This design comes from an exercise in tuning for small area, a short achievable clock period and few clock cycles on the open sky130 flow, not from production work. No functional check of the RTL was part of this run.

===== design/flow/design.v =====
module cu_booth_mul (
    input  wire [24:0] s,
    input  wire [16:0] m,
    input  wire        neg,
    output wire [43:0] ps,
    output wire [43:0] pc
);
    wire [18:0] mx = {m[16], m, 1'b0};
    wire [25:0] s1 = {s[24], s};
    wire [25:0] s2 = {s, 1'b0};
    wire [43:0] row [0:9];
    reg  [43:0] nb;
    genvar i;
    generate
        for (i = 0; i < 9; i = i + 1) begin : g_row
            wire b2 = mx[2*i+2], b1 = mx[2*i+1], b0 = mx[2*i];
            wire one = b1 ^ b0;
            wire two = (b2 & ~b1 & ~b0) | (~b2 & b1 & b0);
            wire ng  = b2 ^ neg;
            wire [25:0] sel = one ? s1 : (two ? s2 : 26'd0);
            wire [25:0] r   = sel ^ {26{ng}};
            wire [25:0] u   = {~r[25], r[24:0]};
            assign row[i] = {18'd0, u} << (2*i);
        end
    endgenerate
    integer k;
    always @(*) begin
        nb = 44'd0;
        for (k = 0; k < 9; k = k + 1)
            nb[2*k] = mx[2*k+2] ^ neg;
    end
    assign row[9] = nb;
    function [87:0] csa;
        input [43:0] a, b, c;
        begin
            csa = {((a & b) | (a & c) | (b & c)) << 1, a ^ b ^ c};
        end
    endfunction
    wire [87:0] l1a = csa(row[0], row[1], row[2]);
    wire [87:0] l1b = csa(row[3], row[4], row[5]);
    wire [87:0] l1c = csa(row[6], row[7], row[8]);
    wire [87:0] l2a = csa(l1a[43:0], l1a[87:44], l1b[43:0]);
    wire [87:0] l2b = csa(l1b[87:44], l1c[43:0], l1c[87:44]);
    wire [87:0] l3a = csa(l2a[43:0], l2a[87:44], l2b[43:0]);
    wire [87:0] l4a = csa(l3a[43:0], l3a[87:44], l2b[87:44]);
    wire [87:0] l5a = csa(l4a[43:0], l4a[87:44], row[9]);
    assign ps = l5a[43:0];
    assign pc = l5a[87:44];
endmodule
module cu_divstep (
    input  wire [34:0] r,
    input  wire [34:0] d,
    input  wire        f1,
    input  wire        f2,
    output wire        q1,
    output wire        q2,
    output wire [34:0] r2
);
    wire [35:0] x1  = {r, f1};
    wire [36:0] t1  = {1'b0, x1} - {2'b00, d};
    assign q1 = ~t1[36];
    wire [34:0] r1  = q1 ? t1[34:0] : x1[34:0];
    wire [35:0] x2  = {r1, f2};
    wire [36:0] t2  = {1'b0, x2} - {2'b00, d};
    assign q2 = ~t2[36];
    assign r2 = q2 ? t2[34:0] : x2[34:0];
endmodule
module cu_compensate (
    input  wire               clk,
    input  wire               rst,
    input  wire               start,
    input  wire        [15:0] cal_t1,      
    input  wire signed [15:0] cal_t2,
    input  wire signed [15:0] cal_t3,
    input  wire        [15:0] cal_p1,      
    input  wire signed [15:0] cal_p2,
    input  wire signed [15:0] cal_p3,
    input  wire signed [15:0] cal_p4,
    input  wire signed [15:0] cal_p5,
    input  wire signed [15:0] cal_p6,
    input  wire signed [15:0] cal_p7,
    input  wire signed [15:0] cal_p8,
    input  wire signed [15:0] cal_p9,
    input  wire        [19:0] adc_t,
    input  wire        [19:0] adc_p,
    output reg                done,
    output wire               err,         
    output wire        [31:0] temp,        
    output wire        [31:0] press_q8,    
    output wire        [24:0] press_pa     
);
    localparam W = 76;
    localparam [5:0] S_IDLE = 6'd0,  S_TA   = 6'd1,  S_TC   = 6'd2,  S_TB   = 6'd3,
                     S_TD   = 6'd4,  S_TDW  = 6'd5,  S_TF   = 6'd6,  S_TE   = 6'd7,
                     S_XS   = 6'd8,  S_XSW  = 6'd9,  S_ZS   = 6'd10, S_Y6   = 6'd11,
                     S_Y6W  = 6'd12, S_NS   = 6'd13, S_NSW  = 6'd14, S_MS   = 6'd15,
                     S_MSW  = 6'd16, S_DIVF = 6'd17, S_DSI  = 6'd18, S_DIVS = 6'd19,
                     S_DSCK = 6'd20, S_PAF  = 6'd21, S_PAFW = 6'd22, S_PAS0 = 6'd23,
                     S_PAS1 = 6'd24, S_PASW = 6'd25, S_PB   = 6'd26, S_PC   = 6'd27,
                     S_PE   = 6'd28, S_PEW  = 6'd29, S_DEGN = 6'd30, S_DNEG = 6'd31,
                     S_ERRX = 6'd32;
    localparam [3:0] C_T1 = 4'd0, C_T2 = 4'd1, C_T3 = 4'd2, C_P1 = 4'd3, C_P2 = 4'd4,
                     C_P3 = 4'd5, C_P4 = 4'd6, C_P5 = 4'd7, C_P6 = 4'd8, C_P7 = 4'd9,
                     C_P8 = 4'd10, C_P9 = 4'd11, C_AP = 4'd12;
    localparam [2:0] M_ZERO = 3'd0, M_CREG = 3'd1, M_CREG2 = 3'd2,
                     M_FIVE = 3'd4, M_SLO = 3'd5, M_VD = 3'd6, M_DD = 3'd7;
    localparam [2:0] A_ZERO = 3'd0, A_ACC = 3'd1, A_DROP = 3'd2, A_TV1 = 3'd3, A_C1 = 3'd4;
    localparam [2:0] B_ZERO = 3'd0, B_B3 = 3'd1, B_S20 = 3'd2, B_S17 = 3'd3,
                     B_N35 = 3'd4, B_N31 = 3'd5, B_ND = 3'd6, B_S15 = 3'd7;
    localparam [3:0] K_NONE = 4'd0, K_TD = 4'd2, K_TE = 4'd3, K_XS0 = 4'd4,
                     K_ZS0 = 4'd5, K_NS0 = 4'd6, K_NS1 = 4'd7, K_MS0 = 4'd8, K_PE = 4'd9;
    localparam [3:0] WB_NONE = 4'd0, WB_ACC = 4'd2, WB_SA2S = 4'd3, WB_PV1 = 4'd4,
                     WB_TC = 4'd5, WB_V = 4'd6, WB_XL = 4'd7, WB_ZL = 4'd8, WB_NL = 4'd9,
                     WB_ML = 4'd10, WB_D = 4'd11, WB_DCK = 4'd12, WB_ACK = 4'd13, WB_PCL = 4'd14;
    localparam [W-1:0] K0 = -((76'd1 << 25) + (76'd1 << 27) + (76'd1 << 29) + (76'd1 << 31) +
                              (76'd1 << 33) + (76'd1 << 35) + (76'd1 << 37) + (76'd1 << 39) +
                              (76'd1 << 41));
    localparam [W-1:0] KOFF0 = K0;
    localparam [W-1:0] KOFF1 = K0 << 16;
    localparam [W-1:0] KOFF2 = K0 << 32;
    localparam [W-1:0] KOFF3 = K0 << 48;
    reg  [5:0]   state;
    reg  [1:0]   j;           
    reg  [5:0]   cnt;         
    reg          pass2;       
    reg  [24:0]  S;
    reg  [19:0]  CREG, BREG, BOP;
    reg  [W-1:0] ACC, V;
    reg  [41:0]  D;
    reg  [17:0]  TC;
    reg          b3, sgnZ, sgnN, errr, errp;
    reg          D_slow;      
    wire sgnQ = sgnN ^ sgnZ;
    wire [3:0] ev;
    assign ev[0] = (V[W-1:16] == {(W-16){V[W-1]}});
    assign ev[1] = (V[W-1:32] == {(W-32){V[W-1]}});
    assign ev[2] = (V[W-1:48] == {(W-48){V[W-1]}});
    assign ev[3] = (V[W-1:64] == {(W-64){V[W-1]}});
    wire [3:0] ed;
    assign ed[0] = (D[41:16] == {26{D[41]}});
    assign ed[1] = (D[41:32] == {10{D[41]}});
    assign ed[2] = 1'b1;
    assign ed[3] = 1'b1;
    reg  [2:0]  msel;
    reg         vxor;
    reg         mneg;
    reg         last;
    reg  [1:0]  i_off;
    reg  [2:0]  i_asel;
    reg  [2:0]  i_bsel;
    reg  [3:0]  i_k;
    reg  [3:0]  i_wb;
    reg         i_bop_breg;   
    always @(*) begin
        msel = M_ZERO; vxor = 1'b0; mneg = 1'b0; last = 1'b0;
        i_off = 2'd0; i_asel = A_ZERO; i_bsel = B_ZERO; i_k = K_NONE; i_wb = WB_NONE;
        i_bop_breg = 1'b0;
        case (state)
            S_TC: begin msel = M_SLO; i_wb = WB_SA2S; end
            S_TB: begin msel = M_CREG2; i_bsel = B_B3; i_wb = WB_ACC; end
            S_TD: begin msel = M_CREG; i_asel = A_TV1; i_k = K_TD; i_wb = WB_PV1; end
            S_TF: begin msel = M_CREG; i_bsel = B_S20; i_bop_breg = 1'b1; i_wb = WB_V; end
            S_TE: begin msel = M_FIVE; i_k = K_TE; i_wb = WB_TC; end
            S_XS: begin
                msel = M_VD; last = ev[j]; i_off = j;
                i_asel = (j == 2'd0) ? A_ZERO : A_ACC;
                i_k = (j == 2'd0) ? K_XS0 : K_NONE;
                i_wb = last ? WB_XL : WB_ACC;
            end
            S_ZS: begin
                msel = M_VD; mneg = sgnZ; last = ev[j]; i_off = j;
                i_asel = (j == 2'd0) ? A_ZERO : A_ACC;
                i_k = (j == 2'd0) ? K_ZS0 : K_NONE;
                i_wb = last ? WB_ZL : WB_ACC;
            end
            S_Y6: begin msel = M_CREG; i_bsel = B_S17; i_bop_breg = 1'b1; i_wb = WB_V; end
            S_NS: begin
                msel = M_VD; mneg = 1'b1; last = (j != 2'd0) && ev[j]; i_off = j;
                i_asel = (j == 2'd0) ? A_ZERO : A_ACC;
                i_bsel = (j == 2'd0) ? B_N35 : (j == 2'd1) ? B_N31 : B_ZERO;
                i_k = (j == 2'd0) ? K_NS0 : (j == 2'd1) ? K_NS1 : K_NONE;
                i_wb = last ? WB_NL : WB_ACC;
            end
            S_MS: begin
                msel = M_VD; mneg = sgnN; last = ev[j]; i_off = j;
                i_asel = (j == 2'd0) ? A_ZERO : A_ACC;
                i_bsel = (j == 2'd0) ? B_ND : B_ZERO;
                i_k = (j == 2'd0) ? K_MS0 : K_NONE;
                i_wb = last ? WB_ML : WB_ACC;
            end
            S_PAF:  begin msel = M_CREG; i_wb = WB_D; end
            S_PAS0: begin msel = M_CREG; i_wb = WB_ACC; end
            S_PAS1: begin msel = M_CREG; i_off = 2'd1; i_asel = A_ACC; i_wb = WB_DCK; end
            S_PB: begin
                msel = M_DD;
                if (pass2) begin
                    i_off = j; i_asel = A_ACC; last = ed[j];
                end else begin
                    i_off = (j == 2'd0) ? 2'd0 : j - 2'd1;
                    i_asel = (j == 2'd0) ? A_ZERO : (j == 2'd1) ? A_DROP : A_ACC;
                    last = (j != 2'd0) && ed[j];
                end
                i_wb = (last && (pass2 || !D_slow)) ? WB_ACK : WB_ACC;
            end
            S_PC: begin
                msel = M_VD; vxor = 1'b1;
                i_off = (j == 2'd0) ? 2'd0 : j - 2'd1;
                i_asel = (j == 2'd0) ? A_C1 : (j == 2'd1) ? A_DROP : A_ACC;
                i_bsel = (j == 2'd1) ? B_S15 : B_ZERO;
                last = (j != 2'd0) && ev[j];
                i_wb = last ? WB_PCL : WB_ACC;
            end
            S_PE: begin i_asel = A_ACC; i_k = K_PE; i_wb = WB_ACC; end
            default: ;
        endcase
    end
    wire [W-1:0] Vx = V ^ {W{vxor & sgnQ}};
    reg  [15:0] vdig;
    reg         vsgn;
    always @(*) begin
        case (j)
            2'd0: begin vdig = Vx[15:0];  vsgn = Vx[16]; end
            2'd1: begin vdig = Vx[31:16]; vsgn = Vx[32]; end
            2'd2: begin vdig = Vx[47:32]; vsgn = Vx[48]; end
            default: begin vdig = Vx[63:48]; vsgn = Vx[64]; end
        endcase
    end
    reg  [15:0] ddig;
    reg         dsgn;
    always @(*) begin
        case (j)
            2'd0: begin ddig = D[15:0];  dsgn = D[16]; end
            2'd1: begin ddig = D[31:16]; dsgn = D[32]; end
            default: begin ddig = {{6{D[41]}}, D[41:32]}; dsgn = D[41]; end
        endcase
    end
    reg [16:0] M;
    always @(*) begin
        case (msel)
            M_CREG:  M = CREG[16:0];
            M_CREG2: M = {CREG[15:0], 1'b0};
            M_FIVE:  M = 17'd5;
            M_SLO:   M = S[16:0];
            M_VD:    M = {last & vsgn, vdig};
            M_DD:    M = {last & dsgn, ddig};
            default: M = 17'd0;
        endcase
    end
    wire [43:0] Ps, Pc;
    cu_booth_mul u_mul (.s(S), .m(M), .neg(mneg), .ps(Ps), .pc(Pc));
    reg [43:0] PSR, PCR;
    reg [1:0]  off2;
    reg [2:0]  asel2;
    reg [2:0]  bsel2;
    reg [3:0]  k2;
    reg [3:0]  wb2;
    always @(posedge clk) begin
        PSR   <= Ps;
        PCR   <= Pc;
        off2  <= i_off;
        asel2 <= i_asel;
        bsel2 <= i_bsel;
        k2    <= i_k;
        BOP   <= i_bop_breg ? BREG : CREG;
        if (rst) wb2 <= WB_NONE;
        else     wb2 <= i_wb;
    end
    reg [W-1:0] Psp, Pcp;
    always @(*) begin
        case (off2)
            2'd0: begin Psp = {32'd0, PSR};        Pcp = {32'd0, PCR}; end
            2'd1: begin Psp = {16'd0, PSR, 16'd0}; Pcp = {16'd0, PCR, 16'd0}; end
            2'd2: begin Psp = {PSR, 32'd0};        Pcp = {PCR, 32'd0}; end
            default: begin Psp = {PSR[27:0], 48'd0}; Pcp = {PCR[27:0], 48'd0}; end
        endcase
    end
    reg [W-1:0] Aterm;
    always @(*) begin
        case (asel2)
            A_ACC:  Aterm = ACC;
            A_DROP: Aterm = {{16{ACC[W-1]}}, ACC[W-1:16]};
            A_TV1:  Aterm = {ACC[W-4:11], 14'd0};
            A_C1:   Aterm = {ACC[W-11:9], 19'd0};
            default: Aterm = {W{1'b0}};
        endcase
    end
    wire [W-1:0] bo_s = {{(W-20){BOP[19]}}, BOP};
    wire [W-1:0] bo_z = {{(W-20){1'b0}}, BOP};
    reg  [W-1:0] Bterm;
    always @(*) begin
        case (bsel2)
            B_B3:   Bterm = b3 ? bo_s : {W{1'b0}};
            B_S20:  Bterm = bo_s << 20;
            B_S17:  Bterm = bo_s << 17;
            B_N35:  Bterm = ~(bo_s << 35);
            B_N31:  Bterm = ~(bo_z << 31);
            B_ND:   Bterm = sgnQ ? ~{{(W-42){D[41]}}, D} : {W{1'b0}};
            B_S15:  Bterm = bo_s << 15;
            default: Bterm = {W{1'b0}};
        endcase
    end
    reg [W-1:0] kc;
    always @(*) begin
        case ({k2, off2})
            {K_NONE, 2'd1}: kc = KOFF1;
            {K_NONE, 2'd2}: kc = KOFF2;
            {K_NONE, 2'd3}: kc = KOFF3;
            {K_TD,   2'd0}: kc = KOFF0 + ((-76'd128000) << 14);
            {K_TE,   2'd0}: kc = KOFF0 + 76'd640128;
            {K_XS0,  2'd0}: kc = KOFF0 + (76'd1 << 55);
            {K_ZS0,  2'd0}: kc = sgnZ ? (KOFF0 + (76'd1 << 33) - 76'd1) : KOFF0;
            {K_NS0,  2'd0}: kc = KOFF0 + (76'd1 << 51) + 76'd1;
            {K_NS1,  2'd1}: kc = KOFF1 + 76'd1;
            {K_MS0,  2'd0}: kc = sgnQ ? (KOFF0 + 76'd1) : KOFF0;
            {K_PE,   2'd0}: kc = KOFF0 + (76'd1 << 18);
            default:        kc = KOFF0;
        endcase
    end
    wire [W-1:0] T = Psp + Pcp + Aterm + Bterm + kc;
    wire Tsame41 = (T[W-1:41] == {(W-41){T[W-1]}});
    wire Tsame63 = (T[W-1:63] == {(W-63){T[W-1]}});
    wire        dfast = (state == S_DIVF);
    wire        f1 = dfast ? V[35] : V[W-1];
    wire        f2 = dfast ? V[34] : V[W-2];
    wire        q1, q2;
    wire [34:0] r2;
    cu_divstep u_div (.r(ACC[34:0]), .d(D[34:0]), .f1(f1), .f2(f2), .q1(q1), .q2(q2), .r2(r2));
    reg [3:0]  csel;
    reg        cload;
    reg [19:0] cin;
    always @(*) begin
        case (csel)
            C_T1: cin = {4'd0, cal_t1};
            C_T2: cin = {{4{cal_t2[15]}}, cal_t2};
            C_T3: cin = {{4{cal_t3[15]}}, cal_t3};
            C_P1: cin = {4'd0, cal_p1};
            C_P2: cin = {{4{cal_p2[15]}}, cal_p2};
            C_P3: cin = {{4{cal_p3[15]}}, cal_p3};
            C_P4: cin = {{4{cal_p4[15]}}, cal_p4};
            C_P5: cin = {{4{cal_p5[15]}}, cal_p5};
            C_P6: cin = {{4{cal_p6[15]}}, cal_p6};
            C_P7: cin = {{4{cal_p7[15]}}, cal_p7};
            C_P8: cin = {{4{cal_p8[15]}}, cal_p8};
            C_P9: cin = {{4{cal_p9[15]}}, cal_p9};
            default: cin = adc_p;
        endcase
    end
    always @(*) begin
        csel = C_T1; cload = 1'b0;
        case (state)
            S_IDLE: begin csel = C_T1; cload = start; end
            S_TA:   begin csel = C_T2; cload = 1'b1; end
            S_TB:   begin csel = C_T3; cload = 1'b1; end
            S_TD:   begin csel = C_P2; cload = 1'b1; end
            S_TDW:  begin csel = C_P3; cload = 1'b1; end
            S_TF:   begin csel = C_P1; cload = 1'b1; end
            S_XS:   begin csel = C_P5; cload = last; end
            S_ZS:   begin csel = C_P6; cload = last; end
            S_Y6:   begin csel = C_P4; cload = 1'b1; end
            S_NS:   begin csel = (j == 2'd0) ? C_AP : C_P9; cload = (j == 2'd0) | last; end
            S_PAF:  begin csel = C_P8; cload = 1'b1; end
            S_PAS1: begin csel = C_P8; cload = 1'b1; end
            S_PB:   begin csel = C_P7; cload = last & (pass2 | ~D_slow); end
            default: ;
        endcase
    end
    wire [W-1:0] Vsx = V ^ {W{sgnQ}};                
    wire [24:0]  ph_lo = {9'd0, Vsx[28:13]};
    wire [24:0]  ph_hi = Vsx[53:29];
    wire [16:0]  a_sub = {1'b0, S[15:0]} - {1'b0, CREG[15:0]};     
    always @(posedge clk) begin
        if (cload) begin
            CREG <= cin;
            BREG <= CREG;
        end
        if (rst) begin
            state <= S_IDLE;
            done  <= 1'b0;
        end else begin
            done <= 1'b0;
            case (state)
                S_IDLE: if (start) begin
                    S  <= {9'd0, adc_t[19:4]};
                    b3 <= adc_t[3];
                    errp <= 1'b0;
                    state <= S_TA;
                end
                S_TA:  begin S <= {{8{a_sub[16]}}, a_sub}; state <= S_TC; end
                S_TC:  state <= S_TB;
                S_TB:  state <= S_TD;
                S_TD:  state <= S_TDW;
                S_TDW: state <= S_TF;
                S_TF:  state <= S_TE;
                S_TE:  begin j <= 2'd0; state <= S_XS; end
                S_XS: begin
                    j <= j + 2'd1;
                    if (last) begin
                        S <= {9'd0, CREG[15:0]};
                        j <= 2'd0;
                        state <= S_XSW;
                    end
                end
                S_XSW: state <= S_ZS;
                S_ZS: begin
                    j <= j + 2'd1;
                    if (last) begin
                        S <= {D[23], D[23:0]};
                        j <= 2'd0;
                        state <= S_Y6;
                    end
                end
                S_Y6:  state <= S_Y6W;
                S_Y6W: state <= S_NS;
                S_NS: begin
                    j <= j + 2'd1;
                    if (last) begin
                        S <= 25'd3125;
                        j <= 2'd0;
                        state <= S_NSW;
                    end
                end
                S_NSW: state <= S_MS;
                S_MS: begin
                    j <= j + 2'd1;
                    if (last) begin
                        j <= 2'd0;
                        state <= S_MSW;
                    end
                end
                S_MSW: begin
                    cnt <= 6'd0;
                    if (D == 42'd0) state <= S_DEGN;
                    else            state <= S_DIVF;
                end
                S_DIVF: begin
                    cnt <= cnt + 6'd1;
                    if (cnt == 6'd0 && V[W-1]) begin
                        state <= S_DNEG;                 
                    end else if (cnt == 6'd0 && q1) begin
                        state <= S_DSI;                  
                    end else begin
                        ACC <= {{(W-35){1'b0}}, r2};
                        V[35:0] <= {V[33:0], q1, q2};
                        if (cnt == 6'd0) V[W-1:36] <= {(W-36){1'b0}};
                        if (cnt == 6'd17) begin
                            S <= {2'b00, V[33:11]} ^ {25{sgnQ}};
                            D_slow <= 1'b0;
                            state <= S_PAF;
                        end
                    end
                end
                S_DSI: begin
                    ACC <= {W{1'b0}};
                    cnt <= 6'd0;
                    state <= S_DIVS;
                end
                S_DIVS: begin
                    ACC <= {{(W-35){1'b0}}, r2};
                    V <= {V[W-3:0], q1, q2};
                    cnt <= cnt + 6'd1;
                    if (cnt == 6'd37) state <= S_DSCK;
                end
                S_DSCK: begin
                    if (V[W-1:53] != {(W-53){1'b0}}) state <= S_ERRX;
                    else begin
                        S <= ph_lo;
                        D_slow <= 1'b1;
                        state <= S_PAS0;
                    end
                end
                S_PAF: begin
                    j <= 2'd0;
                    pass2 <= 1'b0;
                    state <= S_PAFW;
                end
                S_PAFW: state <= S_PB;
                S_PAS0: begin S <= ph_hi; state <= S_PAS1; end
                S_PAS1: begin
                    S <= ph_lo;
                    j <= 2'd0;
                    pass2 <= 1'b0;
                    state <= S_PASW;
                end
                S_PASW: state <= S_PB;
                S_PB: begin
                    j <= j + 2'd1;
                    if (last) begin
                        j <= 2'd0;
                        if (D_slow && !pass2) begin
                            S <= ph_hi;
                            pass2 <= 1'b1;
                        end else begin
                            S <= {5'd0, ~CREG[15], {3{CREG[15]}}, CREG[15:0]};    
                            state <= S_PC;
                        end
                    end
                end
                S_PC: begin
                    j <= j + 2'd1;
                    if (last) state <= S_PE;
                end
                S_PE:  state <= S_PEW;
                S_PEW: begin
                    errr <= errp | (V[W-1:43] != {(W-43){1'b0}});
                    done <= 1'b1;
                    state <= S_IDLE;
                end
                S_DEGN: begin
                    ACC <= {W{1'b0}};
                    V <= {W{1'b0}};
                    errr <= 1'b0;
                    done <= 1'b1;
                    state <= S_IDLE;
                end
                S_DNEG: begin
                    V <= {W{1'b1}};                       
                    S <= 25'd0;
                    D_slow <= 1'b0;
                    state <= S_PAF;
                end
                default: begin    
                    errr <= 1'b1;
                    done <= 1'b1;
                    state <= S_IDLE;
                end
            endcase
            case (wb2)
                WB_ACC:  ACC <= T;
                WB_SA2S: S <= T[36:12];
                WB_PV1: begin
                    S <= T[38:14];
                    D <= {{18{T[37]}}, T[37:14]};
                end
                WB_TC:   TC <= T[25:8];
                WB_V:    V <= T;
                WB_XL: begin
                    ACC <= T;
                    V <= {{8{T[W-1]}}, T[W-1:8]};
                    sgnZ <= T[W-1];
                end
                WB_ZL: begin
                    ACC <= T;
                    D <= {6'd0, T[68:33]};
                end
                WB_NL: begin
                    ACC <= T;
                    V <= T;
                    sgnN <= T[W-1];
                end
                WB_ML: begin
                    V <= T;
                    ACC <= {{36{T[W-1]}}, T[W-1:36]};
                end
                WB_D:    D <= T[41:0];
                WB_DCK: begin
                    D <= T[41:0];
                    if (!Tsame41) errp <= 1'b1;
                end
                WB_ACK: begin
                    ACC <= T;
                    if (!Tsame63) errp <= 1'b1;
                end
                WB_PCL: begin
                    ACC <= T;
                    V <= T;
                end
                default: ;
            endcase
        end
    end
    assign err      = errr;
    assign temp     = {{14{TC[17]}}, TC};
    assign press_q8 = V[42:11];
    assign press_pa = ACC[43:19];
endmodule

===== design/flow/run.sh =====
#!/bin/bash
# synth_recipe.tcl (not shown) runs the flow's synth.tcl, then flattens the netlist and writes it again
# the make line also repeats each setting of config.mk as NAME=value (left out here)
make -C /OpenROAD-flow-scripts/flow DESIGN_CONFIG=/design/flow/config.mk WORK_HOME=/design/flow/orfs CLKGATE_MAP_FILE= SYNTH_SCRIPT=/design/flow/synth_recipe.tcl finish

===== design/flow/config.mk =====
export PLATFORM = sky130hd
export DESIGN_NAME = cu_compensate
export DESIGN_NICKNAME = cu_compensate
export VERILOG_FILES = /design/flow/design.v
export SDC_FILE = /design/flow/constraint.sdc
export NUM_CORES = 8
export LEC_CHECK = 0
export CAP_MARGIN = 20
export CORE_MARGIN = 2
export CORE_UTILIZATION = 40
export SLEW_MARGIN = 20

===== design/flow/constraint.sdc =====
create_clock -name core_clock -period 25.0 [get_ports {clk}]
set_input_delay 5.0000 -clock core_clock [delete_from_list [all_inputs] [get_ports {clk}]]
set_output_delay 5.0000 -clock core_clock [all_outputs]
set_load 0.01 [all_outputs]

==> results.yml <==
critical_path:
  worstPathRequired_ns: 25.38
  start_kind: "flop"
  critPathMaxFanout: 41
  critPathCaptureType: "flop"
  worstSetupPathType: "flop to flop"
  arrival_ns: 11.29
  cpPeakStageDelay_ns: 0.95
  slowest_stage: "o211ai_1"
clock_network:
  cts_root_buf: "clkbuf_16"
  clk_latency_ns: 0.70
  cts.clk_slew.worst_paths_ns: 0.07
  cts_made_buffers: 51
  cts-hold-fix-buffers: 0
  cts_sinks: 417
  postCtsSetupBuffers: 0
  htreeDepth: 2
  cts_tree: "yes"
  cts.repair.resized: 0
  cts_buffer_depth: 3
placement:
  place_area_um2: 56700
  io_buffers: 322
  routabilityCongestion: 1.05
  place_hpwl_mm: 195
yosys:
  ys_ff_latch: 417
  syn-num-nets: 6891
  synth.top_cell.area_share_pct: 17.0
  synth_edf_count: 292
  yosysWarningCount: 2
  ys.flop_type: "edfxtp_1"
  syn-cell-area_um2: 51700
  yosys-top-cells-area: "edfxtp_1 17%, fa_1 15%, ha_1 6.2%"
  synthDistinctLibCells: 94
  syn-instance-count: 6018
  synth_top_area_cell: "edfxtp_1"
  postSynthAreaPerCell_um2: 8.59
  yosysSeqAreaShare_pct: 21.8
  ys_async_sr_fraction_pct: 0
route:
  num_vias: 51000
  detail_route.wirelength_mm: 253
  via_per_inst: 6.49
  firstDrtPassIters: 10
  wl_per_cell_um: 32.2
  drc: 0
  ant_nets: 0
  drtIter0Drc: 8018
die:
  core-area_um2: 128000
  dieArea_um2: 132000
  ios: 326
  die_h_um: 364
  start_util_pct: 40.4
  die_width_um: 364
  fp-row-count: 131
global_routing:
  grt_max_degree: 79
  grt_pass1_vias: 48300
  grt_overflow_total: 0
  grt_pass1_wl_mm: 353
  gr-usage-all-layers_pct: 37.0
  antenna_found_initial: 20
layout:
  layout_common_cells: "551 x nand2_1, 537 x inv_1, 381 x fa_1, 371 x nor2_1, 351 x a21oi_1"
  final_design_area_no_fill_um2: 58600
  final_common_cell: "nand2_1"
  area_delta_synth_final_pct: 13.4
  drive_gt1_share_pct: 7.01
  finalNetCount: 6948
sta:
  grt_setup_unrepaired: "no"
  final_max_slew_viol_count: 0
  post-route-period-util_pct: 43.7
  fin_tns_setup_ns: 0
  finalSetupViolations: 0
  max_freq_mhz: 91.6
  maxSlewHeadroom_pct: 15.6
  whs_ns: 0.445
  finClkSkew_ns: 0.0476
  hold_viol_final: 0
  worst_pin_slew_ns: 1.27
  finalCriticalPeriod_ns: 10.91
min_path:
  hp-class: "flop to flop"
run_status:
  status: "timing/DRC/antenna clean"
run:
  drv_cap: 0
path summary, 6_finish.rpt:
check,startpoint,endpoint,slack [ns],cells past startpoint
hold / removal,CREG[18],BREG[18],0.44,0
hold reg to reg,CREG[18],BREG[18],0.44,0
setup / recovery,state[2],ACC[21],14.09,30
setup reg to reg,state[2],ACC[21],14.09,30
registers in the layout (all words and copies together) (netlist names), 18 cells and up:
signal / flops
ACC: 76
BREG: 20
PCR: 39
PSR: 43
S: 25
V: 76
TC: 18
CREG: 20
BOP: 20
D: 42
area by class of cell:
type	instances	area, um^2
sequential	417	11300
clock inverter	34	388
inverter	544	2040
clock buffer	62	1410
fill	12500	69400
timing repair buffer	504	4610
antenna	15	37.5
multi-input combinational	4557	36700
tap	1729	2160
logic make-up after synthesis:
kind of cell | after synthesis | share of synthesized area [%]
XOR/XNOR | 497 | 8.44
adder cells (fa/ha/maj) | 638 | 21.0
AO/OA/AOI/OAI | 1749 | 23.6
flip-flops | 417 | 21.8
multiplexers | 193 | 3.84
buffers and inverters | 1044 | 8.23
AND/OR/NAND/NOR | 1480 | 13.2
per-layer routing:
| layer | global-route usage, % | up-vias | part of all wire, % |
|---|---|---|---|
| met5 | 0 | - | 0.019 |
| met4 | 22.5 | 8 | 7.3 |
| met3 | 11.5 | 805 | 13 |
| met2 | 55.5 | 3684 | 43 |
| met1 | 46.5 | 24900 | 37 |
| li1 | - | 21600 | - |
synthesized netlist by cell type, types with 21 or more instances:
library cell	count
nand2_1	553
inv_1	537
nor2_1	386
fa_1	381
xnor2_1	362
a21oi_1	352
clkbuf_1	350
o21ai_0	335
edfxtp_1	292
ha_1	257
a22oi_1	195
mux2i_1	150
xor2_1	134
dfxtp_1	125
a221o_1	118
nand3_1	102
a22o_1	97
o221ai_1	88
buf_4	76
a21o_1	73
nor3_1	67
and2_1	60
o22ai_1	58
a221oi_1	53
nand4_1	51
nand2b_1	49
o211ai_1	47
a222oi_1	45
mux2_2	43
and3_1	41
buf_2	41
nor2b_1	41
a31oi_1	36
buf_1	33
o21a_1	31
nor4_1	29
a211oi_1	24
or3_1	23
o21bai_1	21
o31ai_1	21
per-stage QoR:
| step | util (%) | cells | setup slack, ns |
|---|---|---|---|
| finish | 45.8 | 7862 | 14.09 |
| global route | 45.8 | 7848 | 13.85 |
| CTS | 45.7 | 7845 | 14.73 |
| detailed placement | 44.3 | 7749 | 14.81 |
| global placement | 44.3 | 7749 | 14.92 |
| floorplan | - | 6018 | 15.20 |
worst max-delay path, delay by kind of cell, from the launching register on:
| family | cells | cell delay [ns] |
|---|---|---|
| AOI/OAI and AO/OA | 16 | 5.44 |
| adders and majority gates | 3 | 0.98 |
| buffers and inverters | 4 | 1.25 |
| DFF | 1 | 0.82 |
| muxes | 3 | 1.05 |
| and+or+nand+nor | 4 | 1.01 |

-- afterwards: timing with drivers on the ports --
How much do the figures lean on ideal ports? The routed layout below was timed once more, with nothing changed but the port constraints.
Step 1 assumes that a clkbuf_16 drives the clock port and a buf_2 every other input.
Step 2 also shifts input and output timing later by t, the mid clock arrival at the registers, as if the neighbouring blocks saw the same clock.
Three values: ideal, step 1, step 2; two values: the first two.
t (ns): 0.734
slack for setup (ns): 14.086 / 14.086 / 14.086
clock arrival spread, ns: 0.048 / 0.047
After both steps setup and hold are still met in this run. The setup slack of this run moves by 0.000 ns with the drivers and by 0.000 ns with both steps.
